Source: an optimization exercise on an open RTL-to-GDS flow (aim: small area, a short achievable clock period and few clock cycles). Production flows keep margins and buffers that such runs may drop. Function was checked by simulation only, so behaviour that the tests miss may differ from the original. Power and IR drop assume default switching activity.

## config.mk

```make
export PLATFORM = sky130hd
export DESIGN_NAME = debounce_vertical_counter
export DESIGN_NICKNAME = debounce_vertical_counter
export VERILOG_FILES = /design/flow/design.v
export SDC_FILE = /design/flow/constraint.sdc
export NUM_CORES = 4
export LEC_CHECK = 0
export ABC_AREA = 1
export CAP_MARGIN = 20
export CORE_MARGIN = 2
export CORE_UTILIZATION = 50
export PLACE_DENSITY = 0.65
export SETUP_SLACK_MARGIN = 3.8
export SLEW_MARGIN = 20
```

## constraint.sdc

```tcl
create_clock -name core_clock -period 10.0 [get_ports {clk}]
set_input_delay 2.0000 -clock core_clock [delete_from_list [all_inputs] [get_ports {clk}]]
set_output_delay 2.0000 -clock core_clock [all_outputs]
set_load 0.01 [all_outputs]
```

## design.v

```verilog
module debounce_vertical_counter (
    input  wire        clk,
    input  wire        rst,           
    input  wire        bus_req,
    input  wire        bus_we,
    input  wire [9:0]  bus_addr,
    input  wire [1:0]  bus_size,      
    input  wire [31:0] bus_wdata,
    output wire        bus_ack,
    output wire        bus_err,
    output wire [31:0] bus_rdata,
    input  wire [31:0] sample_in,
    output wire        evt_valid
);
    localparam W           = 32;
    localparam MAX_BUTTONS = 32;
    localparam [3:0] R_OK              = 4'd0;
    localparam [3:0] R_ILLEGAL         = 4'd1;
    localparam [3:0] R_PIN_RANGE       = 4'd2;
    localparam [3:0] R_TABLE_FULL      = 4'd3;
    localparam [3:0] R_BAD_ENTRY       = 4'd4;
    localparam [3:0] R_NOT_DISPATCHING = 4'd5;
    localparam [3:0] R_HANDLER_RAISED  = 4'd6;
    localparam [3:0] R_FAULTED         = 4'd7;
    localparam [3:0] F_REENTRANT_TICK       = 4'd1;
    localparam [3:0] F_REGISTER_IN_DISPATCH = 4'd2;
    localparam [31:0] ID_VALUE     = 32'h42544E31;
    localparam [31:0] CONFIG_VALUE = {7'd0, 1'b0, 8'd8, 8'd32, 8'd32};
    reg [W-1:0] raw_q, c0_q, c1_q, last_q, delta_q, rising_q, falling_q;
    reg [5:0]   count_q;
    reg [4:0]   t_pin     [0:MAX_BUTTONS-1];    
    reg         t_hr_p    [0:MAX_BUTTONS-1];    
    reg [7:0]   t_hr_t    [0:MAX_BUTTONS-1];    
    reg         t_hf_p    [0:MAX_BUTTONS-1];
    reg [7:0]   t_hf_t    [0:MAX_BUTTONS-1];
    reg         t_ar_p    [0:MAX_BUTTONS-1];    
    reg [7:0]   t_ar_t    [0:MAX_BUTTONS-1];
    reg         t_af_p    [0:MAX_BUTTONS-1];
    reg [7:0]   t_af_t    [0:MAX_BUTTONS-1];
    reg         t_rawp    [0:MAX_BUTTONS-1];    
    reg         t_lastp   [0:MAX_BUTTONS-1];    
    reg         same_q;                         
    reg         refresh_q;                      
    reg         dispatching_q;
    reg [4:0]   cur_e_q;
    reg         cur_ph_q;
    reg         ev_loaded_q;
    reg [16:0]  ev_tok_q;                       
    reg [4:0]   ev_pin_q;
    reg [3:0]   result_q;
    reg         fault_q;
    reg [3:0]   fault_code_q;
    reg         w1_q, w2_q;                     
    reg [7:0]   wa_q;                           
    reg [31:0]  win_q;
    assign evt_valid = dispatching_q;
    wire req_bad   = (bus_size != 2'd2) || (bus_addr[1:0] != 2'b00);
    wire do_cmd    = bus_req && !req_bad && bus_we && (bus_addr == 10'h004) && !refresh_q;
    wire fast_rd   = (bus_addr[9:6] == 4'd0) &&
                     ((bus_addr[5:3] == 3'b001) || (bus_addr[5:2] == 4'h8) ||
                      (bus_addr[5:2] == 4'h9) || (bus_addr[5:2] == 4'hA));
    wire win_rd    = bus_req && !req_bad && !bus_we && !fast_rd;
    wire ev_stall  = !bus_we && (bus_addr[9:2] == 8'h0A) && dispatching_q && !ev_loaded_q;
    assign bus_ack = bus_req && !(win_rd && !w2_q) && !(bus_we && refresh_q) && !ev_stall;
    assign bus_err = req_bad;
    wire [31:0] v  = bus_wdata;
    wire [3:0]  op = v[31:28];
    wire dec_tick  = (op == 4'h1) && (v[27:0] == 28'd0);
    wire dec_reg   = (op == 4'h2) && (v[27:8] == 20'd0);
    wire dec_set   = ((op == 4'h3) || (op == 4'h4)) && (v[27:24] == 4'd0) && (v[14:9] == 6'd0);
    wire dec_ack   = (op == 4'h5) && (v[27:1] == 27'd0);
    wire dec_reset = (v == 32'hF0000000);
    wire [7:0] f_pin     = v[7:0];
    wire [7:0] f_entry   = v[23:16];
    wire       f_edge    = v[15];
    wire       f_raised  = v[0];
    wire cmd_live  = do_cmd && !dec_reset && !fault_q;
    wire tick_ok   = cmd_live && dec_tick && !dispatching_q;
    wire reg_ok    = cmd_live && dec_reg && !dispatching_q &&
                     (f_pin[7:5] == 3'd0) && (count_q != MAX_BUTTONS);
    wire set_cmd   = cmd_live && dec_set && (f_entry[7:5] == 3'd0);
    wire ack_ok    = cmd_live && dec_ack && dispatching_q && !f_raised;
    wire [W-1:0] d_new   = sample_in ^ raw_q;
    wire [W-1:0] c1_new  = (c1_q ^ c0_q) & d_new;
    wire [W-1:0] c0_new  = (~c0_q) & d_new;
    wire [W-1:0] flip_ok = c1_q & ~c0_q;
    wire [W-1:0] raw_new = (flip_ok & sample_in) | (~flip_ok & raw_q);
    wire [W-1:0] last_v  = same_q ? raw_q : last_q;     
    wire [W-1:0] ri_new  = raw_new & ~last_v;
    wire [W-1:0] fa_new  = ~raw_new & last_v;
    wire         op_ack   = v[30];
    wire [W-1:0] take_s   = flip_ok & {W{!refresh_q}};
    wire [W-1:0] lane_src = (take_s & sample_in) | (~take_s & raw_q);
    reg  [MAX_BUTTONS-1:0] e_gt, e_eq, valid, arm, lane_bit, m, lastp_vec, rawp_vec;
    integer k;
    always @(*) begin
        for (k = 0; k < MAX_BUTTONS; k = k + 1) begin
            valid[k]     = (k < count_q);
            e_gt[k]      = (k > cur_e_q);
            e_eq[k]      = (k == cur_e_q);
            rawp_vec[k]  = t_rawp[k];
            lastp_vec[k] = same_q ? t_rawp[k] : t_lastp[k];
            arm[k]       = valid[k] &&
                           (lastp_vec[k] ? (t_hf_p[k] && (!op_ack || e_gt[k] || (e_eq[k] && !cur_ph_q)))
                                         : (t_hr_p[k] && (!op_ack || e_gt[k])));
            lane_bit[k]  = lane_src[t_pin[k]];
            m[k]         = arm[k] && ((op_ack ? rawp_vec[k] : lane_bit[k]) != lastp_vec[k]);
        end
    end
    reg        pf [0:62];
    reg [4:0]  pe [0:62];
    reg        pp [0:62];
    integer t;
    always @(*) begin
        for (t = 0; t < 32; t = t + 1) begin
            pf[31+t] = m[t];
            pe[31+t] = t[4:0];
            pp[31+t] = lastp_vec[t];
        end
        for (t = 30; t >= 0; t = t - 1) begin
            pf[t] = pf[2*t+1] | pf[2*t+2];
            pe[t] = pf[2*t+1] ? pe[2*t+1] : pe[2*t+2];
            pp[t] = pf[2*t+1] ? pp[2*t+1] : pp[2*t+2];
        end
    end
    wire       any_match = pf[0];
    wire [4:0] first_e   = pe[0];
    wire       first_ph  = pp[0];
    wire [4:0] wi_q  = {wa_q[7], wa_q[5:2]};
    wire [1:0] wf_q  = wa_q[1:0];
    wire [4:0] rd_i  = w1_q ? wi_q : cur_e_q;
    wire [4:0] e_pin = t_pin[rd_i];
    wire       e_hrp = t_hr_p[rd_i];
    wire [7:0] e_hrt = t_hr_t[rd_i];
    wire       e_hfp = t_hf_p[rd_i];
    wire [7:0] e_hft = t_hf_t[rd_i];
    wire       e_arp = t_ar_p[rd_i];
    wire [7:0] e_art = t_ar_t[rd_i];
    wire       e_afp = t_af_p[rd_i];
    wire [7:0] e_aft = t_af_t[rd_i];
    wire [16:0] ev_live = cur_ph_q ? {e_afp, e_aft & {8{e_afp}}, e_hft}
                                   : {e_arp, e_art & {8{e_arp}}, e_hrt};
    wire [31:0] ev_word = dispatching_q ?
                          {1'b1, cur_e_q, cur_ph_q, ev_tok_q, 3'd0, ev_pin_q} : 32'd0;
    reg [31:0] ent_word;
    always @(*) begin
        ent_word = 32'd0;
        if ({1'b0, wi_q} < count_q) begin
            case (wf_q)
                2'd0: ent_word = {1'b1, 23'd0, 3'd0, e_pin};
                2'd1: ent_word = {7'd0, e_arp, e_art & {8{e_arp}}, 7'd0,
                                  e_hrp, e_hrt & {8{e_hrp}}};
                2'd2: ent_word = {7'd0, e_afp, e_aft & {8{e_afp}}, 7'd0,
                                  e_hfp, e_hft & {8{e_hfp}}};
                default: ent_word = 32'd0;
            endcase
        end
    end
    wire [31:0] status_word = {8'd0, 2'd0, count_q, 4'd0, fault_code_q,
                               2'd0, fault_q, dispatching_q, result_q};
    reg [31:0] slow_word;
    always @(*) begin
        slow_word = 32'd0;
        case (wa_q[7:6])
            2'b00:
                case (wa_q[5:0])
                    6'h00: slow_word = ID_VALUE;
                    6'h02: slow_word = status_word;
                    6'h03: slow_word = raw_q;
                    6'h04: slow_word = c0_q;
                    6'h05: slow_word = c1_q;
                    6'h06: slow_word = last_v;
                    6'h07: slow_word = delta_q;
                    6'h08: slow_word = rising_q;
                    6'h09: slow_word = falling_q;
                    6'h0A: slow_word = ev_word;
                    6'h0B: slow_word = CONFIG_VALUE;
                    default: slow_word = 32'd0;
                endcase
            2'b01, 2'b10: slow_word = ent_word;
            default: slow_word = 32'd0;
        endcase
    end
    wire [31:0] fast_word =
        ({32{!bus_addr[5] && !bus_addr[2]}}                 & status_word) |
        ({32{!bus_addr[5] &&  bus_addr[2]}}                 & raw_q)       |
        ({32{ bus_addr[5] && !bus_addr[3] && !bus_addr[2]}} & rising_q)    |
        ({32{ bus_addr[5] &&  bus_addr[2]}}                 & falling_q)   |
        ({32{ bus_addr[5] &&  bus_addr[3]}}                 & ev_word);
    assign bus_rdata = w2_q ? win_q : fast_word;
    wire do_reset = rst || (do_cmd && dec_reset);
    wire finish   = (tick_ok || ack_ok) && !any_match;
    wire present  = (tick_ok || ack_ok) && any_match;
    always @(posedge clk) begin
        refresh_q <= !do_reset && reg_ok;
        w1_q   <= !rst && win_rd && !w1_q && !w2_q;
        w2_q   <= !rst && w1_q;
        win_q  <= slow_word;
        wa_q   <= bus_addr[9:2];
    end
    always @(posedge clk) begin
        if (do_reset) begin
            raw_q         <= 32'd0;
            c0_q          <= 32'd0;
            c1_q          <= 32'd0;
            same_q        <= 1'b1;
            delta_q       <= 32'd0;
            rising_q      <= 32'd0;
            falling_q     <= 32'd0;
            count_q       <= 6'd0;
            dispatching_q <= 1'b0;
            cur_e_q       <= 5'd0;
            cur_ph_q      <= 1'b0;
            result_q      <= R_OK;
            fault_q       <= 1'b0;
            fault_code_q  <= 4'd0;
        end else if (do_cmd) begin
            if (fault_q) begin
                result_q <= R_FAULTED;
            end else if (dec_tick) begin
                if (dispatching_q) begin
                    fault_q      <= 1'b1;
                    fault_code_q <= F_REENTRANT_TICK;
                    result_q     <= R_FAULTED;
                end else begin
                    raw_q     <= raw_new;
                    last_q    <= last_v;
                    c0_q      <= c0_new;
                    c1_q      <= c1_new;
                    delta_q   <= d_new;
                    rising_q  <= ri_new;
                    falling_q <= fa_new;
                    result_q  <= R_OK;
                end
            end else if (dec_reg) begin
                if (dispatching_q) begin
                    fault_q      <= 1'b1;
                    fault_code_q <= F_REGISTER_IN_DISPATCH;
                    result_q     <= R_FAULTED;
                end else if (f_pin >= W) begin
                    result_q <= R_PIN_RANGE;
                end else if (count_q == MAX_BUTTONS) begin
                    result_q <= R_TABLE_FULL;
                end else begin
                    count_q  <= count_q + 6'd1;
                    raw_q    <= sample_in;
                    same_q   <= 1'b1;
                    result_q <= R_OK;
                end
            end else if (dec_set) begin
                if ({2'd0, count_q} <= f_entry)
                    result_q <= R_BAD_ENTRY;
                else
                    result_q <= R_OK;
            end else if (dec_ack) begin
                if (!dispatching_q)
                    result_q <= R_NOT_DISPATCHING;
                else if (f_raised) begin
                    dispatching_q <= 1'b0;
                    result_q      <= R_HANDLER_RAISED;
                end else
                    result_q <= R_OK;
            end else begin
                result_q <= R_ILLEGAL;
            end
            if (present) begin
                dispatching_q <= 1'b1;
                cur_e_q       <= first_e;
                cur_ph_q      <= first_ph;
            end
            if (tick_ok)
                same_q        <= !any_match;
            if (finish) begin
                dispatching_q <= 1'b0;
                same_q        <= 1'b1;
            end
        end
    end
    always @(posedge clk) begin
        if (do_cmd && present)
            ev_loaded_q <= 1'b0;
        else if (dispatching_q && !w1_q)
            ev_loaded_q <= 1'b1;
        if (dispatching_q && !w1_q && !ev_loaded_q) begin
            ev_tok_q <= ev_live;
            ev_pin_q <= e_pin;
        end
    end
    integer i;
    always @(posedge clk) begin
        for (i = 0; i < MAX_BUTTONS; i = i + 1) begin
            if (!do_reset && reg_ok && count_q[4:0] == i) begin
                t_pin[i]  <= f_pin[4:0];
                t_hr_p[i] <= 1'b0;
                t_hf_p[i] <= 1'b0;
                t_ar_p[i] <= 1'b0;
                t_af_p[i] <= 1'b0;
            end
            if (!do_reset && set_cmd && valid[i] && f_entry[4:0] == i) begin
                if (op == 4'h3) begin
                    if (f_edge) begin
                        t_hf_p[i] <= v[8];
                        t_hf_t[i] <= v[7:0];
                    end else begin
                        t_hr_p[i] <= v[8];
                        t_hr_t[i] <= v[7:0];
                    end
                end else begin
                    if (f_edge) begin
                        t_af_p[i] <= v[8];
                        t_af_t[i] <= v[7:0];
                    end else begin
                        t_ar_p[i] <= v[8];
                        t_ar_t[i] <= v[7:0];
                    end
                end
            end
            if (refresh_q || tick_ok)
                t_rawp[i] <= lane_bit[i];
            if (tick_ok)
                t_lastp[i] <= lastp_vec[i];
        end
    end
endmodule
```

## run.sh

```bash
#!/bin/bash
# synth_recipe.tcl (not shown) runs the flow's synth.tcl, then flattens the netlist and writes it again
# the make line also repeats each setting of config.mk as NAME=value (left out here)
make -C /OpenROAD-flow-scripts/flow DESIGN_CONFIG=/design/flow/config.mk WORK_HOME=/design/flow/orfs CLKGATE_MAP_FILE= SYNTH_SCRIPT=/design/flow/synth_recipe.tcl finish
```

==> results.toml, run 1 <==
[status]
outcome = "finished clean"

[flow_run]
maxCapViolations = 0

[placed_design]
dp_cells = 11200
post-dp-hpwl_mm = 267
gp_congestion = 1.06
portBuffers = 114

[floorplan]
io-pin-count = 115
dieHeight_um = 414
core-area_sq_mm = 0.167
start_util = 0.503
die_area_sq_mm = 0.171
die_w_um = 414
rows = 150

[worst_setup_path]
setup.worst_path.class = "input port to flip-flop"
crit_path_end_kind = "flip-flop"
critPathRequiredTime_ns = 10.50
critPathArrivalTime_ns = 6.95
reg2reg_slack_ns = 3.60
start_kind = "input port"
path_max_fanout = 12

[grt]
grt_pass1_vias = 71300
grt_use_total = 0.446
antenna_found_initial = 16
grt_pass1_wl_mm = 543
grt_max_degree = 86
overflow = 0

[cells_and_area]
fin_cells = 11600
fin_util = 0.561
area_growth_pct = 11.5
layout-drive-gt1-share = 0.0898
fin_nets = 9372

[clock_tree]
cts_buffers = 179
htree_levels = 4
cts_sinks = 1686
cts_root_buf = "clkbuf_16"
path_clk_slew_ns = 0.06
cts_tree = "built"
ctsLongestPathBuffers = 3
cts-hold-fix-buffers = 0
clk_latency_ns = 0.90

[timing]
setup_viol = 0
fin_skew_ns = 0.0807
fmax_ghz = 0.155
tns_ns = 0
min_period_ns = 6.45
maxSlewViolCount = 0
relSlewSlack = 0.145
post-route-period-util = 0.645
worst_pin_slew_ns = 1.28
holdWs_ns = 0.466
finalHoldViolCount = 0
rsz0062_at_grt = "yes"

[yosys]
synth_nets = 9408
synth.area.top_cells = "edfxtp_1, nand3_1, dfxtp_1"
seq_area_frac_synth = 0.556
async_flop_share = 0
synth_area_sq_mm = 0.0841
yosysTopAreaCell = "edfxtp_1"
yosys_most_used_dff = "edfxtp_1"
yosysMostFrequentCell = "nand2_1"
synth_edf_count = 1302
netlist_top_cells_count = "nand2_1, nand3_1, edfxtp_1, inv_1, o21ai_0"
synthCells = 9278
ys.warnings.count = 15
syn_area_per_cell_sq_um = 9.06
synth.top_cell.area_share = 0.465
ys_types = 73
ys_seq_elements = 1686

[drt]
viasPerCell = 6.75
routedWlPerCell_um = 34.0
antenna_left = 0
post-route-drc-count = 0
drt_iter0_drc = 14300
num_vias = 78300
drt-total-wl_mm = 395
first_pass_iters = 9

[pwr]
p_int_uw = 11600
p_clk_frac = 0.471
cellPowerDensity_mw_per_mm2 = 159
p_total_uw = 14900
seqPwrFrac = 0.505
switchingPower_uw = 3290
sw_frac_of_total = 0.221
combPwrFrac = 0.024
cellLeakagePower_uw = 0.0333
peakVddDrop_mv = 0.184

[worst_hold_path]
hp-class = "flip-flop to flip-flop"
==> per-stage QoR <==
step,setup WS [ns],area (sq um)
finish,3.55,93800
floorplan,4.71,84100
CTS,3.68,93500
global route,3.45,93800
detailed placement,2.29,87000
global placement,2.37,87000
==> path summary, 6_finish.rpt <==
check | cells past startpoint | end | from
setup / recovery | 15 | t_ar_t[14][7] | bus_wdata[16]
hold reg to reg | 2 | delta_q[9] | delta_q[9]
hold / removal | 2 | delta_q[9] | delta_q[9]
setup reg to reg | 16 | win_q[3] | cur_e_q[3]
==> placed cells by master (no fill, tap or decap), types with 30 or more instances in the layout <==
cell type and count:
o22ai_1 135, nand3_2 36, nand3_1 1828, nor4_1 53
o31ai_1 64, xor2_1 30, clkinv_1 94, a22o_1 104
dfxtp_1 381, buf_4 224, clkbuf_16 181, nand2_2 48
nor2_4 40, inv_2 31, clkbuf_1 36, nor3_1 53
inv_1 659, edfxtp_1 1302, o21ai_0 412, a21oi_1 329
o211ai_1 33, ha_1 50, nor2_2 70, clkdlybuf4s50_1 98
nor2_1 323, nand2_1 2033, nand4_1 143, or2_2 38
a221oi_1 189
==> power by group through the flow <==
stage          Clock, uW  Sequential (uW)  Combinational [uW]
2_1_floorplan          0             7680                 105
5_1_grt             7290             7530                 364
3_5_place_dp           0             7680                 330
3_3_place_gp           0             7680                 327
4_1_cts             7030             7530                 340
6_report            7030             7530                 355
==> sequential cells by signal (all words and copies together) (netlist names), 32 cells and up <==
| signal | flops |
|---|---|
| c0_q | 32 |
| c1_q | 32 |
| delta_q | 32 |
| falling_q | 32 |
| last_q | 32 |
| raw_q | 32 |
| rising_q | 32 |
| t_af_p | 32 |
| t_af_t | 256 |
| t_ar_p | 32 |
| t_ar_t | 256 |
| t_hf_p | 32 |
| t_hf_t | 256 |
| t_hr_p | 32 |
| t_hr_t | 256 |
| t_lastp | 32 |
| t_pin | 160 |
| t_rawp | 32 |
| win_q | 32 |
==> worst max-delay path, cell delays in order <==
cell and delay, ns:
clkdlybuf4s50_1 0.88, inv_2 0.07, nand2_1 0.16, inv_2 0.10
nand3_1 0.20, nor4_1 0.08, nand2_1 0.18, nor2_1 0.11
nand2_1 0.10, inv_1 0.14, a21oi_4 0.50, nand2_1 0.43
nor3_2 0.72, nand4_1 0.63, nor2_2 0.62
==> timing repair <==
item,in CTS,in global routing
setup buffers,7,12
pin swaps,3,3
setup endpoints to repair,543,471
gates resized for setup,84,45
cloned,4,0
==> cell families after synthesis <==
logic type | Yosys count | share of synthesized area
buf+inv | 1323 | 0.0664
simple gates | 4740 | 0.256
flops | 1686 | 0.556
compound gates | 1439 | 0.109
xor+xnor | 30 | 0.00313
mux | 10 | 0.00122
fa+ha+maj | 50 | 0.00744
==> layer usage <==
| metal | track usage | routed length (um) | vias to the layer above |
|---|---|---|---|
| li1 | - | - | 32900 |
| met1 | 0.571 | 142000 | 37500 |
| met2 | 0.648 | 166000 | 6375 |
| met3 | 0.123 | 52100 | 1524 |
| met4 | 0.326 | 34800 | 16 |
| met5 | 0 | 100 | - |
==> final cells by class <==
cell class / count / area, sq um
fill: 14900 / 73300
sequential: 1686 / 46800
multi-input combinational: 6270 / 32200
clock buffer: 227 / 4800
timing repair buffer: 343 / 2930
inverter: 761 / 2890
tap: 2204 / 2760
clock inverter: 111 / 1370
antenna: 6 / 15.0
timing repair inverter: 1 / 7.51
Testbench counts, summed over its fixed seeds: cycles 9,279.
==> run 2: changes to the inputs <==
--- a/design.v
+++ b/design.v
@@ -47,10 +47,18 @@
     reg         ev_loaded_q;
     reg [16:0]  ev_tok_q;                       
     reg [4:0]   ev_pin_q;
+    reg         ent_fresh_q;                    
+    reg [40:0]  ent_q;                          
+    reg         set_v_q;
+    reg [4:0]   set_e_q;
+    reg         set_a_q;                        
+    reg         set_f_q;                        
+    reg         set_p_q;
+    reg [7:0]   set_t_q;
     reg [3:0]   result_q;
     reg         fault_q;
     reg [3:0]   fault_code_q;
-    reg         w1_q, w2_q;                     
+    reg         w1_q, w2_q, w3_q;               
     reg [7:0]   wa_q;                           
     reg [31:0]  win_q;
     assign evt_valid = dispatching_q;
@@ -60,8 +68,9 @@
                      ((bus_addr[5:3] == 3'b001) || (bus_addr[5:2] == 4'h8) ||
                       (bus_addr[5:2] == 4'h9) || (bus_addr[5:2] == 4'hA));
     wire win_rd    = bus_req && !req_bad && !bus_we && !fast_rd;
-    wire ev_stall  = !bus_we && (bus_addr[9:2] == 8'h0A) && dispatching_q && !ev_loaded_q;
-    assign bus_ack = bus_req && !(win_rd && !w2_q) && !(bus_we && refresh_q) && !ev_stall;
+    wire ev_stall  = !bus_we && (bus_addr[9:2] == 8'h0A) && dispatching_q &&
+                     !ev_loaded_q && !ent_fresh_q;
+    assign bus_ack = bus_req && !(win_rd && !w3_q) && !(bus_we && refresh_q) && !ev_stall;
     assign bus_err = req_bad;
     wire [31:0] v  = bus_wdata;
     wire [3:0]  op = v[31:28];
@@ -78,7 +87,7 @@
     wire tick_ok   = cmd_live && dec_tick && !dispatching_q;
     wire reg_ok    = cmd_live && dec_reg && !dispatching_q &&
                      (f_pin[7:5] == 3'd0) && (count_q != MAX_BUTTONS);
-    wire set_cmd   = cmd_live && dec_set && (f_entry[7:5] == 3'd0);
+    wire set_cmd   = cmd_live && dec_set && ({2'd0, count_q} > f_entry);
     wire ack_ok    = cmd_live && dec_ack && dispatching_q && !f_raised;
     wire [W-1:0] d_new   = sample_in ^ raw_q;
     wire [W-1:0] c1_new  = (c1_q ^ c0_q) & d_new;
@@ -92,17 +101,20 @@
     wire [W-1:0] take_s   = flip_ok & {W{!refresh_q}};
     wire [W-1:0] lane_src = (take_s & sample_in) | (~take_s & raw_q);
     reg  [MAX_BUTTONS-1:0] e_gt, e_eq, valid, arm, lane_bit, m, lastp_vec, rawp_vec;
+    reg  [MAX_BUTTONS-1:0] hr_p_v, hf_p_v;
     integer k;
     always @(*) begin
         for (k = 0; k < MAX_BUTTONS; k = k + 1) begin
+            hr_p_v[k]    = (set_v_q && !set_a_q && !set_f_q && set_e_q == k) ? set_p_q : t_hr_p[k];
+            hf_p_v[k]    = (set_v_q && !set_a_q &&  set_f_q && set_e_q == k) ? set_p_q : t_hf_p[k];
             valid[k]     = (k < count_q);
             e_gt[k]      = (k > cur_e_q);
             e_eq[k]      = (k == cur_e_q);
             rawp_vec[k]  = t_rawp[k];
             lastp_vec[k] = same_q ? t_rawp[k] : t_lastp[k];
             arm[k]       = valid[k] &&
-                           (lastp_vec[k] ? (t_hf_p[k] && (!op_ack || e_gt[k] || (e_eq[k] && !cur_ph_q)))
-                                         : (t_hr_p[k] && (!op_ack || e_gt[k])));
+                           (lastp_vec[k] ? (hf_p_v[k] && (!op_ack || e_gt[k] || (e_eq[k] && !cur_ph_q)))
+                                         : (hr_p_v[k] && (!op_ack || e_gt[k])));
             lane_bit[k]  = lane_src[t_pin[k]];
             m[k]         = arm[k] && ((op_ack ? rawp_vec[k] : lane_bit[k]) != lastp_vec[k]);
         end
@@ -129,19 +141,23 @@
     wire [4:0] wi_q  = {wa_q[7], wa_q[5:2]};
     wire [1:0] wf_q  = wa_q[1:0];
     wire [4:0] rd_i  = w1_q ? wi_q : cur_e_q;
-    wire [4:0] e_pin = t_pin[rd_i];
-    wire       e_hrp = t_hr_p[rd_i];
-    wire [7:0] e_hrt = t_hr_t[rd_i];
-    wire       e_hfp = t_hf_p[rd_i];
-    wire [7:0] e_hft = t_hf_t[rd_i];
-    wire       e_arp = t_ar_p[rd_i];
-    wire [7:0] e_art = t_ar_t[rd_i];
-    wire       e_afp = t_af_p[rd_i];
-    wire [7:0] e_aft = t_af_t[rd_i];
+    wire [40:0] ent_mux = {t_pin[rd_i], t_hr_p[rd_i], t_hr_t[rd_i], t_hf_p[rd_i], t_hf_t[rd_i],
+                           t_ar_p[rd_i], t_ar_t[rd_i], t_af_p[rd_i], t_af_t[rd_i]};
+    wire [4:0] e_pin = ent_q[40:36];
+    wire       e_hrp = ent_q[35];
+    wire [7:0] e_hrt = ent_q[34:27];
+    wire       e_hfp = ent_q[26];
+    wire [7:0] e_hft = ent_q[25:18];
+    wire       e_arp = ent_q[17];
+    wire [7:0] e_art = ent_q[16:9];
+    wire       e_afp = ent_q[8];
+    wire [7:0] e_aft = ent_q[7:0];
     wire [16:0] ev_live = cur_ph_q ? {e_afp, e_aft & {8{e_afp}}, e_hft}
                                    : {e_arp, e_art & {8{e_arp}}, e_hrt};
+    wire [16:0] ev_tok  = ev_loaded_q ? ev_tok_q : ev_live;
+    wire [4:0]  ev_pin  = ev_loaded_q ? ev_pin_q : e_pin;
     wire [31:0] ev_word = dispatching_q ?
-                          {1'b1, cur_e_q, cur_ph_q, ev_tok_q, 3'd0, ev_pin_q} : 32'd0;
+                          {1'b1, cur_e_q, cur_ph_q, ev_tok, 3'd0, ev_pin} : 32'd0;
     reg [31:0] ent_word;
     always @(*) begin
         ent_word = 32'd0;
@@ -187,14 +203,23 @@
         ({32{ bus_addr[5] && !bus_addr[3] && !bus_addr[2]}} & rising_q)    |
         ({32{ bus_addr[5] &&  bus_addr[2]}}                 & falling_q)   |
         ({32{ bus_addr[5] &&  bus_addr[3]}}                 & ev_word);
-    assign bus_rdata = w2_q ? win_q : fast_word;
+    assign bus_rdata = w3_q ? win_q : fast_word;
     wire do_reset = rst || (do_cmd && dec_reset);
     wire finish   = (tick_ok || ack_ok) && !any_match;
     wire present  = (tick_ok || ack_ok) && any_match;
     always @(posedge clk) begin
         refresh_q <= !do_reset && reg_ok;
-        w1_q   <= !rst && win_rd && !w1_q && !w2_q;
+        w1_q   <= !rst && win_rd && !w1_q && !w2_q && !w3_q;
         w2_q   <= !rst && w1_q;
+        w3_q   <= !rst && w2_q;
+        ent_q  <= ent_mux;
+        ent_fresh_q <= !w1_q && !(do_cmd && present);
+        set_v_q <= !do_reset && set_cmd;
+        set_e_q <= f_entry[4:0];
+        set_a_q <= (op == 4'h4);
+        set_f_q <= f_edge;
+        set_p_q <= v[8];
+        set_t_q <= v[7:0];
         win_q  <= slow_word;
         wa_q   <= bus_addr[9:2];
     end
@@ -279,9 +304,9 @@
     always @(posedge clk) begin
         if (do_cmd && present)
             ev_loaded_q <= 1'b0;
-        else if (dispatching_q && !w1_q)
+        else if (dispatching_q && ent_fresh_q)
             ev_loaded_q <= 1'b1;
-        if (dispatching_q && !w1_q && !ev_loaded_q) begin
+        if (dispatching_q && ent_fresh_q && !ev_loaded_q) begin
             ev_tok_q <= ev_live;
             ev_pin_q <= e_pin;
         end
@@ -296,22 +321,22 @@
                 t_ar_p[i] <= 1'b0;
                 t_af_p[i] <= 1'b0;
             end
-            if (!do_reset && set_cmd && valid[i] && f_entry[4:0] == i) begin
-                if (op == 4'h3) begin
-                    if (f_edge) begin
-                        t_hf_p[i] <= v[8];
-                        t_hf_t[i] <= v[7:0];
+            if (set_v_q && set_e_q == i) begin
+                if (!set_a_q) begin
+                    if (set_f_q) begin
+                        t_hf_p[i] <= set_p_q;
+                        t_hf_t[i] <= set_t_q;
                     end else begin
-                        t_hr_p[i] <= v[8];
-                        t_hr_t[i] <= v[7:0];
+                        t_hr_p[i] <= set_p_q;
+                        t_hr_t[i] <= set_t_q;
                     end
                 end else begin
-                    if (f_edge) begin
-                        t_af_p[i] <= v[8];
-                        t_af_t[i] <= v[7:0];
+                    if (set_f_q) begin
+                        t_af_p[i] <= set_p_q;
+                        t_af_t[i] <= set_t_q;
                     end else begin
-                        t_ar_p[i] <= v[8];
-                        t_ar_t[i] <= v[7:0];
+                        t_ar_p[i] <= set_p_q;
+                        t_ar_t[i] <= set_t_q;
                     end
                 end
             end
==> flow/run.sh (new file) <==
#!/bin/bash
# The standard layout (standard.sh: the standard flow's synthesis and ORFS flow, unchanged),
# except that the port buffers are inserted as buf_4 cells instead of the
# default delay buffer, which the timing repair keeps in its footprint.
set -euo pipefail
bash standard.sh "BUFFER_PORTS_ARGS=-buffer_cell sky130_fd_sc_hd__buf_4" finish > flow_make.log 2>&1
==> standard.sh (new file) <==
#!/bin/bash
# synth_recipe.tcl (not shown) runs the flow's synth.tcl, then flattens the netlist and writes it again
# the make line also repeats each setting of config.mk as NAME=value (left out here)
make -C /OpenROAD-flow-scripts/flow DESIGN_CONFIG=/design/flow/config.mk WORK_HOME=/design/flow/orfs CLKGATE_MAP_FILE= SYNTH_SCRIPT=/design/flow/synth_recipe.tcl "${@:-finish}"
--- a/config.mk
+++ b/config.mk
@@ -10,5 +10,5 @@
 export CORE_MARGIN = 2
 export CORE_UTILIZATION = 50
 export PLACE_DENSITY = 0.65
-export SETUP_SLACK_MARGIN = 3.8
+export SETUP_SLACK_MARGIN = 4.0
 export SLEW_MARGIN = 20
removed: run.sh
==> results.toml, run 2 <==
[drt]
met1_length_mm = 139
antenna_left = 0
routed.top_layer = "met5"
drt_iter0_drc = 15000
num_vias = 80400
drt-total-wl_mm = 401
first_pass_iters = 13
viasPerCell = 6.72
post-route-drc-count = 0
wl_met2_mm = 167
routedWlPerCell_um = 33.6
wl_met3_mm = 57.0

[floorplan]
dieHeight_um = 418
rows = 151
die_area_sq_mm = 0.175
core-area_sq_mm = 0.170
io-pin-count = 115
die_w_um = 418
start_util = 0.505

[worst_setup_path]
path_max_fanout = 14
critPathRequiredTime_ns = 8.00
crit_path_max_incr_delay_ns = 0.52
reg2reg_slack_ns = 4.19
reg2regPathDepth = 23
path_cells = "buf_4 -> inv_1 -> nand2_1 -> nor2_4 -> inv_1 -> o22ai_1 -> a211oi_1 -> o21ai_0 -> buf_4"
start_kind = "input port"
crit_path_end_kind = "primary output"
regToRegStartpoint = "refresh_q"
critPathArrivalTime_ns = 4.02
critPathSlowestCell = "nor2_4"
setup.worst_path.class = "input port to primary output"
r2r_end = "cur_e_q[2]"

[placed_design]
dpl_worst_slack_ns = 3.48
gp_congestion = 1.07
post-dp-hpwl_mm = 267
portBuffers = 114

[yosys]
synthCells = 9565
yosysMostFrequentCell = "nand2_1"
synth_top_family_by_area = "simple AND/OR/NAND/NOR gates"
synth-compound-area-share = 0.113
yosys_most_used_dff = "edfxtp_1"
synth-simple-area-share = 0.248
synth_edf_count = 1302
syn_area_per_cell_sq_um = 8.96
ys_types = 69
ys_seq_elements = 1746
async_flop_share = 0
synth_area_sq_mm = 0.0857
synth_xor_area_frac = 0.00327
post_synth_fa_ha_maj_area_fraction = 0.00730
synth.area.top_cells = "edfxtp_1, nand3_1, dfxtp_1"
yosysTopAreaCell = "edfxtp_1"
netlist_top_cells_count = "nand2_1, nand3_1, edfxtp_1, inv_1, nor2_1"
ys.warnings.count = 15
seq_area_frac_synth = 0.560
synthMuxAreaShare = 0
synth_nets = 9695
synth.top_cell.area_share = 0.456

[worst_hold_path]
holdPathEnd = "w3_q"
hp-class = "flip-flop to flip-flop"
worstHoldStart = "w2_q"
hold_depth = 2

[clock_tree]
cts_buffers = 183
cts_tree = "built"
cts_sinks = 1746
cts-hold-fix-buffers = 0
post_cts.repair.setup_buffers = 0
htree_levels = 4
ctsLongestPathBuffers = 3
clk_latency_ns = 0.89
path_clk_slew_ns = 0.06
cts_root_buf = "clkbuf_16"

[grt]
grt_use_total = 0.447
grt_max_degree = 94
antenna_found_initial = 24
grt_pass1_wl_mm = 552
grt_pass1_vias = 73300
overflow = 0

[timing]
setup_viol = 0
min_period_ns = 6.02
maxSlewViolCount = 0
tns_ns = 0
post-route-period-util = 0.602
relSlewSlack = 0.140
holdWs_ns = 0.435
timing.final.ws_setup_ns = 3.98
rsz0062_at_grt = "no"
worst_pin_slew_ns = 1.29
finalHoldViolCount = 0
fmax_ghz = 0.166
fin_skew_ns = 0.0739

[status]
outcome = "finished clean"

[cells_and_area]
ff_latch_area_sq_mm = 0.0480
fin_util = 0.563
layout-drive-gt1-share = 0.0953
layout_commonest_cell = "nand2_1"
layout_common_cells = "nand2_1, nand3_1, edfxtp_1"
fin_nets = 9705
area_growth_pct = 11.5
fill_cells = 15000
multi_input_area_sq_mm = 0.0323

[pwr]
p_total_uw = 15100
cellPowerDensity_mw_per_mm2 = 158
peakVddDrop_mv = 0.189
cellLeakagePower_uw = 0.0346

[flow_run]
maxCapViolations = 0
run 2: how the worst max path moves through the flow:
stage                             start       endpoint  slack [ns]  cells past startpoint
after global placement      bus_addr[2]  bus_rdata[28]        3.48                      8
after global routing        bus_addr[3]  bus_rdata[24]        4.03                      9
after floorplan           bus_wdata[25]  falling_q[12]        4.42                     12
after detailed placement    bus_addr[2]  bus_rdata[28]        3.48                      8
after CTS                   bus_addr[3]  bus_rdata[20]        4.09                      7
final                       bus_addr[3]  bus_rdata[24]        3.98                      9
run 2: kinds of logic (layout without fill, tap and decap cells):
logic type / after synthesis / in the layout
and+or+nand+nor: 4719 / 4720
xor gates and xnor gates: 32 / 32
other: 0 / 6
adders and majority gates: 50 / 50
DFF: 1746 / 1746
buffers and inverters: 1488 / 1654
AOI/OAI and AO/OA: 1530 / 1530
run 2: report_power, final:
group          switching [uW]  internal, uW  leakage, uW
clock                    3070          3890      0.00296
sequential               42.7          7770       0.0153
combinational             237          57.9       0.0163
run 2: timing repair:
item | CTS | global route
cloned | 1 | 0
pin swaps | 1 | 0
resized for setup | 4 | 2
setup endpoints to repair | 29 | 3
run 2: layer usage:
layer | up-vias | GRT usage
met5 | - | 0.00445
met4 | 20 | 0.347
met3 | 1743 | 0.149
met2 | 6627 | 0.643
met1 | 38200 | 0.552
li1 | 33800 | -
run 2: per-stage QoR:
stage	area, sq um	instances
after floorplan	85700	9565
after global placement	89400	11600
after detailed placement	89400	11600
after CTS	95500	11900
after global routing	95600	12000
final	95600	12000
run 2: cell type report:
cell class / count / share of cell area
Tap cell: 2218 / 0.0290
Multi-Input combinational cell: 6332 / 0.338
Inverter: 917 / 0.0361
Antenna cell: 6 / 0.000157
Sequential cell: 1746 / 0.502
Clock buffer: 238 / 0.0518
Clock inverter: 104 / 0.0118
Timing Repair Buffer: 395 / 0.0312
run 2: critical path, delay by kind of cell:
kind | cells | cell delay (ns)
and+or+nand+nor | 2 | 0.77
buffers and inverters | 4 | 0.67
AOI/OAI and AO/OA | 3 | 0.58
Testbench counts of run 2, summed over its fixed seeds: cycles 9,279.
==> run 3: changes to the inputs <==
--- a/config.mk
+++ b/config.mk
@@ -10,5 +10,5 @@
 export CORE_MARGIN = 2
 export CORE_UTILIZATION = 50
 export PLACE_DENSITY = 0.65
-export SETUP_SLACK_MARGIN = 4.0
+export SETUP_SLACK_MARGIN = 4.4
 export SLEW_MARGIN = 20
==> results.toml, run 3 <==
[grt]
grt_use_total = 0.447
overflow = 0
grt_max_degree = 94
grt_pass1_vias = 73300
grt_pass1_wl_mm = 551
antenna_found_initial = 27

[timing]
fin_skew_ns = 0.0743
worst_pin_slew_ns = 1.27
fmax_ghz = 0.177
setup_viol = 0
maxSlewViolCount = 0
rsz0062_at_grt = "yes"
tns_ns = 0
post-route-period-util = 0.564
min_period_ns = 5.64
finalHoldViolCount = 0
relSlewSlack = 0.142
timing.final.ws_setup_ns = 4.36

[drt]
post-route-drc-count = 0
viasPerCell = 6.74
num_vias = 80700
first_pass_iters = 10
routedWlPerCell_um = 33.5
antenna_left = 0
drt-total-wl_mm = 401
drt_iter0_drc = 15300

[clock_tree]
cts_buffers = 183
cts_root_buf = "clkbuf_16"
cts_tree = "built"
path_clk_slew_ns = 0.06
clk_latency_ns = 0.88
htree_levels = 4
ctsLongestPathBuffers = 3
cts-hold-fix-buffers = 0
cts_sinks = 1746

[status]
outcome = "finished clean"

[yosys]
ys_types = 69
synth_area_sq_mm = 0.0857
seq_area_frac_synth = 0.560
ys.warnings.count = 15
synth.top_cell.area_share = 0.456
yosysTopAreaCell = "edfxtp_1"
synth_edf_count = 1302
synth_nets = 9695
syn_area_per_cell_sq_um = 8.96
synthCells = 9565
async_flop_share = 0
netlist_top_cells_count = "nand2_1, nand3_1, edfxtp_1, inv_1, nor2_1"
ys_seq_elements = 1746
yosysMostFrequentCell = "nand2_1"
synth.area.top_cells = "edfxtp_1, nand3_1, dfxtp_1"
yosys_most_used_dff = "edfxtp_1"

[placed_design]
portBuffers = 114
gp_congestion = 1.07
dpl_worst_slack_ns = 3.48
post-dp-hpwl_mm = 267

[floorplan]
io-pin-count = 115
core-area_sq_mm = 0.170
die_area_sq_mm = 0.175
dieHeight_um = 418
start_util = 0.505
rows = 151
die_w_um = 418

[pwr]
peakVddDrop_mv = 0.188
cellLeakagePower_uw = 0.0347
cellPowerDensity_mw_per_mm2 = 158

[worst_setup_path]
critPathRequiredTime_ns = 8.00
path_max_fanout = 5
setup.worst_path.class = "input port to primary output"
crit_path_end_kind = "primary output"
critPathArrivalTime_ns = 3.64
start_kind = "input port"

[cells_and_area]
layout_common_cells = "nand2_1, nand3_1, edfxtp_1"
fin_nets = 9711
layout_commonest_cell = "nand2_1"
fill_cells = 15000
layout-drive-gt1-share = 0.0965
area_growth_pct = 11.7

[worst_hold_path]
hp-class = "flip-flop to flip-flop"

[flow_run]
maxCapViolations = 0
run 3: changes by cell type in the layout (fill, tap and decap cells not counted), sizes merged:
| cell | delta |
|---|---|
| diode | +5 |
| buf | +6 |
run 3: power breakdown:
part           total (uW)  switching [uW]  internal, uW
clock network        6970            3070          3890
logic                 298             238          59.9
registers            7810            42.5          7770
run 3: worst paths after layout:
check | startpoint | end | slack, ns | cells past startpoint
worst min register to register | w2_q | w3_q | 0.43 | 2
worst min-delay path | w2_q | w3_q | 0.43 | 2
worst max register to register | w1_q | ent_q[19] | 4.50 | 17
worst max-delay path | bus_addr[3] | bus_rdata[24] | 4.36 | 9
run 3: repair_timing:
action,4_1_cts,5_1_grt
cloned,1,0
endpoints found under the setup margin,33,26
buffers inserted,3,3
gates resized for setup,12,11
pin swaps,3,1
endpoints found under the hold margin,0,0
run 3: cells by family (layout without fill, tap and decap cells):
kind of cell               after synthesis  in the layout  share of synthesized area
AOI/OAI and AO/OA                     1530           1530                      0.113
xor gates and xnor gates                32             32                    0.00327
adders and majority gates               50             50                    0.00730
buffers and inverters                 1488           1660                     0.0693
DFF                                   1746           1746                      0.560
other                                    0             11                          0
and+or+nand+nor                       4719           4720                      0.248
run 3: area by class of cell:
class	instances	area [sq um]	share of cell area
clock buffers	238	4960	0.0518
diodes	11	27.5	0.000287
flip-flops and latches	1746	48000	0.502
multi-input cells	6332	32300	0.338
repair buffers	401	3050	0.0318
clock inverters	104	1130	0.0118
well taps	2218	2780	0.0290
inverters	917	3460	0.0361
run 3: critical path, cell delays in order:
cell      delay, ns
buf_4          0.13
inv_1          0.14
nand2_2        0.16
nor2_4         0.29
inv_1          0.17
o22ai_1        0.15
a211oi_1       0.07
o21ai_0        0.32
buf_4          0.19
run 3: stage by stage:
stage | hold slack, ns | total power (uW) | instance area, sq um | cells | util
final | 0.433 | 15100 | 95800 | 12000 | 0.564
after global routing | 0.447 | 15400 | 95700 | 12000 | 0.564
after CTS | 0.434 | 15100 | 95500 | 11900 | 0.562
after detailed placement | 0.424 | 8240 | 89400 | 11600 | 0.526
after global placement | 0.430 | 8240 | 89400 | 11600 | 0.526
after floorplan | 0.398 | 8070 | 85700 | 9565 | -
run 3: per-layer routing:
layer  share of wire  global-route usage  vias to the layer above
li1                -                   -                    33800
met4           0.096               0.346                       12
met2            0.42               0.643                     6632
met5         0.00028             0.00139                        -
met3            0.14               0.148                     1807
met1            0.35               0.553                    38400
==> run 4: changes to the inputs <==
--- a/config.mk
+++ b/config.mk
@@ -10,5 +10,5 @@
 export CORE_MARGIN = 2
 export CORE_UTILIZATION = 50
 export PLACE_DENSITY = 0.65
-export SETUP_SLACK_MARGIN = 4.4
+export SETUP_SLACK_MARGIN = 4.9
 export SLEW_MARGIN = 20
==> results.toml, run 4 <==
[clock_tree]
htree_levels = 4
ctsLongestPathBuffers = 3
path_clk_slew_ns = 0.06
cts_buffers = 185
cts_sinks = 1746
cts_root_buf = "clkbuf_16"
clk_latency_ns = 0.91
cts-hold-fix-buffers = 0
cts_tree = "built"

[timing]
maxSlewViolCount = 0
tns_ns = 0
setup_viol = 0
fin_skew_ns = 0.0972
finalHoldViolCount = 0
rsz0062_at_grt = "yes"
worst_pin_slew_ns = 1.25
fmax_ghz = 0.180
post-route-period-util = 0.555
relSlewSlack = 0.165
min_period_ns = 5.55

[pwr]
seqPwrFrac = 0.511
cellLeakagePower_uw = 0.0354
p_total_uw = 15300
combPwrFrac = 0.023
cellPowerDensity_mw_per_mm2 = 156
p_int_uw = 11900
sw_frac_of_total = 0.224
peakVddDrop_mv = 0.193
switchingPower_uw = 3430
p_clk_frac = 0.466

[worst_setup_path]
crit_path_max_incr_delay_ns = 0.91
critical_path_buf_inv_count = 4
setup.worst_path.class = "flip-flop to primary output"
critPathTopFamily = "compound AO/OA/AOI/OAI gates"
cp_common_cell = "buf_4"
start_kind = "flip-flop"
path_max_fanout = 34
path_cells = "buf_6 -> clkinvlp_4 -> buf_4 -> nand3_1 -> nand2_1 -> o21ai_0 -> or2_2 -> a31oi_2 -> buf_4"
crit_path_end_kind = "primary output"
cp_num_cells = 9
critPathSlowestCell = "o21ai_0"
critPathArrivalTime_ns = 3.55
reg2regPathDepth = 16
critPathRequiredTime_ns = 8.00

[cells_and_area]
fin_nets = 9788
layout_common_cells = "nand2_1, nand3_1, edfxtp_1"
multi_input_area_sq_mm = 0.0334
layout-drive-gt1-share = 0.119
ff_latch_area_sq_mm = 0.0480
layout_commonest_cell = "nand2_1"
fill_cells = 14700
area_growth_pct = 14.3
finalInstanceArea_sq_mm = 0.0980

[grt]
antenna_found_initial = 26
grt_pass1_wl_mm = 559
grt_max_degree = 106
grt_pass1_vias = 74000
overflow = 0
grt_use_total = 0.454

[drt]
viasPerCell = 6.74
num_vias = 81200
first_pass_iters = 8
routedWlPerCell_um = 33.9
drt_iter0_drc = 14900
antenna_left = 0
post-route-drc-count = 0
drt-total-wl_mm = 408

[floorplan]
io-pin-count = 115
dieHeight_um = 418
die_area_sq_mm = 0.175
start_util = 0.505
core-area_sq_mm = 0.170
die_w_um = 418
rows = 151

[yosys]
synth_edf_count = 1302
yosysTopAreaCell = "edfxtp_1"
ys_seq_elements = 1746
seq_area_frac_synth = 0.560
async_flop_share = 0
syn_area_per_cell_sq_um = 8.96
synth_nets = 9695
ys.warnings.count = 15
ys_types = 69
synth.area.top_cells = "edfxtp_1, nand3_1, dfxtp_1"
netlist_top_cells_count = "nand2_1, nand3_1, edfxtp_1, inv_1, nor2_1"
synth_area_sq_mm = 0.0857
synth.top_cell.area_share = 0.456
yosysMostFrequentCell = "nand2_1"
synthCells = 9565
yosys_most_used_dff = "edfxtp_1"

[worst_hold_path]
hp-class = "flip-flop to flip-flop"
hold_depth = 2

[status]
outcome = "finished clean"

[placed_design]
dpl_cell_area_sq_mm = 0.0894
post-dp-hpwl_mm = 266
gp_congestion = 1.09
portBuffers = 114

[flow_run]
maxCapViolations = 0
## run 4: path summary, 6_finish.rpt
path,from,to,slack [ns]
setup / recovery,cur_ph_q,bus_rdata[16],4.45
hold / removal,delta_q[7],delta_q[7],0.47
setup reg to reg,wa_q[7],ent_q[38],4.70
hold reg to reg,delta_q[7],delta_q[7],0.47
## run 4: per-layer routing
layer | up-vias | GRT usage | wire length (um)
li1 | 34000 | - | -
met1 | 38600 | 0.559 | 141000
met2 | 6755 | 0.652 | 169000
met3 | 1796 | 0.154 | 57900
met4 | 26 | 0.355 | 39700
met5 | - | 0.00250 | 215
## run 4: what timing repair did
| item | in CTS | in global routing |
|---|---|---|
| pin swaps | 29 | 42 |
| endpoints found under the hold margin | 0 | 0 |
| resized for setup | 197 | 155 |
| setup endpoints to repair | 329 | 372 |
| buffers inserted | 38 | 36 |
| gates cloned | 6 | 4 |
## run 4: power by group through the flow
| stage | Clock, uW | Combinational (uW) | Sequential [uW] |
|---|---|---|---|
| after floorplan | 0 | 104 | 7970 |
| after global placement | 0 | 280 | 7970 |
| after detailed placement | 0 | 282 | 7970 |
| after CTS | 7110 | 315 | 7810 |
| after global routing | 7390 | 359 | 7810 |
| final | 7110 | 354 | 7810 |
## run 4: cells by family after synthesis
logic type	share of synthesized area
buf+inv	0.0693
xor+xnor	0.00327
fa+ha+maj	0.00730
simple gates	0.248
compound gates	0.113
flops	0.560
## run 4: tightest hold or removal path, stage by stage (launching register included)
cell and delay [ns]:
dfxtp_1 0.31, nand2_1 0.06, a21oi_1 0.05
## run 4: area by class of cell
cell class                      count  area share
Inverter                          917      0.0362
Sequential cell                  1746       0.490
Tap cell                         2218      0.0283
Antenna cell                        5    0.000128
Clock inverter                    104      0.0124
Multi-Input combinational cell   6335       0.341
Clock buffer                      245      0.0514
Timing Repair Buffer              469      0.0403
Timing Repair inverter              4    0.000523
## run 4: per-stage QoR
step           setup slack (ns)   util  hold slack, ns  cells
2_1_floorplan              4.85      -           0.398   9565
3_3_place_gp               2.82  0.526           0.418  11600
3_5_place_dp               3.48  0.526           0.422  11600
4_1_cts                    4.64  0.570           0.469  12000
5_1_grt                    4.62  0.577           0.482  12000
6_report                   4.45  0.577           0.470  12000

## re-timing with driven ports
How much do the figures lean on ideal ports? The routed layouts below were timed once more, with nothing changed but the port constraints. Step 1 sets driving cells, clkbuf_16 on the clock port and buf_2 on the other inputs (assumed; they add their load-dependent delay and slew). Step 2 also shifts input and output timing later by t, the mid clock arrival at the registers, as if the neighbouring blocks saw the same clock. a / b / c = no drivers / after step 1 / after step 2; a / b = the first two.
| run | shift t [ns] | setup WS [ns] | worst setup path at the end |
|---|---|---|---|
| run 1 | 0.947 | 3.550 / 3.593 / 2.646 | input to register |
| run 2 | 0.942 | 3.978 / 3.952 / 3.539 | input to register |
| run 3 | 0.938 | 4.363 / 4.337 / 3.598 | input to register |
| run 4 | 0.954 | 4.448 / 4.355 / 4.093 | input to register |
After both steps every run listed still meets setup and hold. For run 1, which loses most, drivers alone change the setup slack by +0.043 ns; drivers and shift together by -0.904 ns.
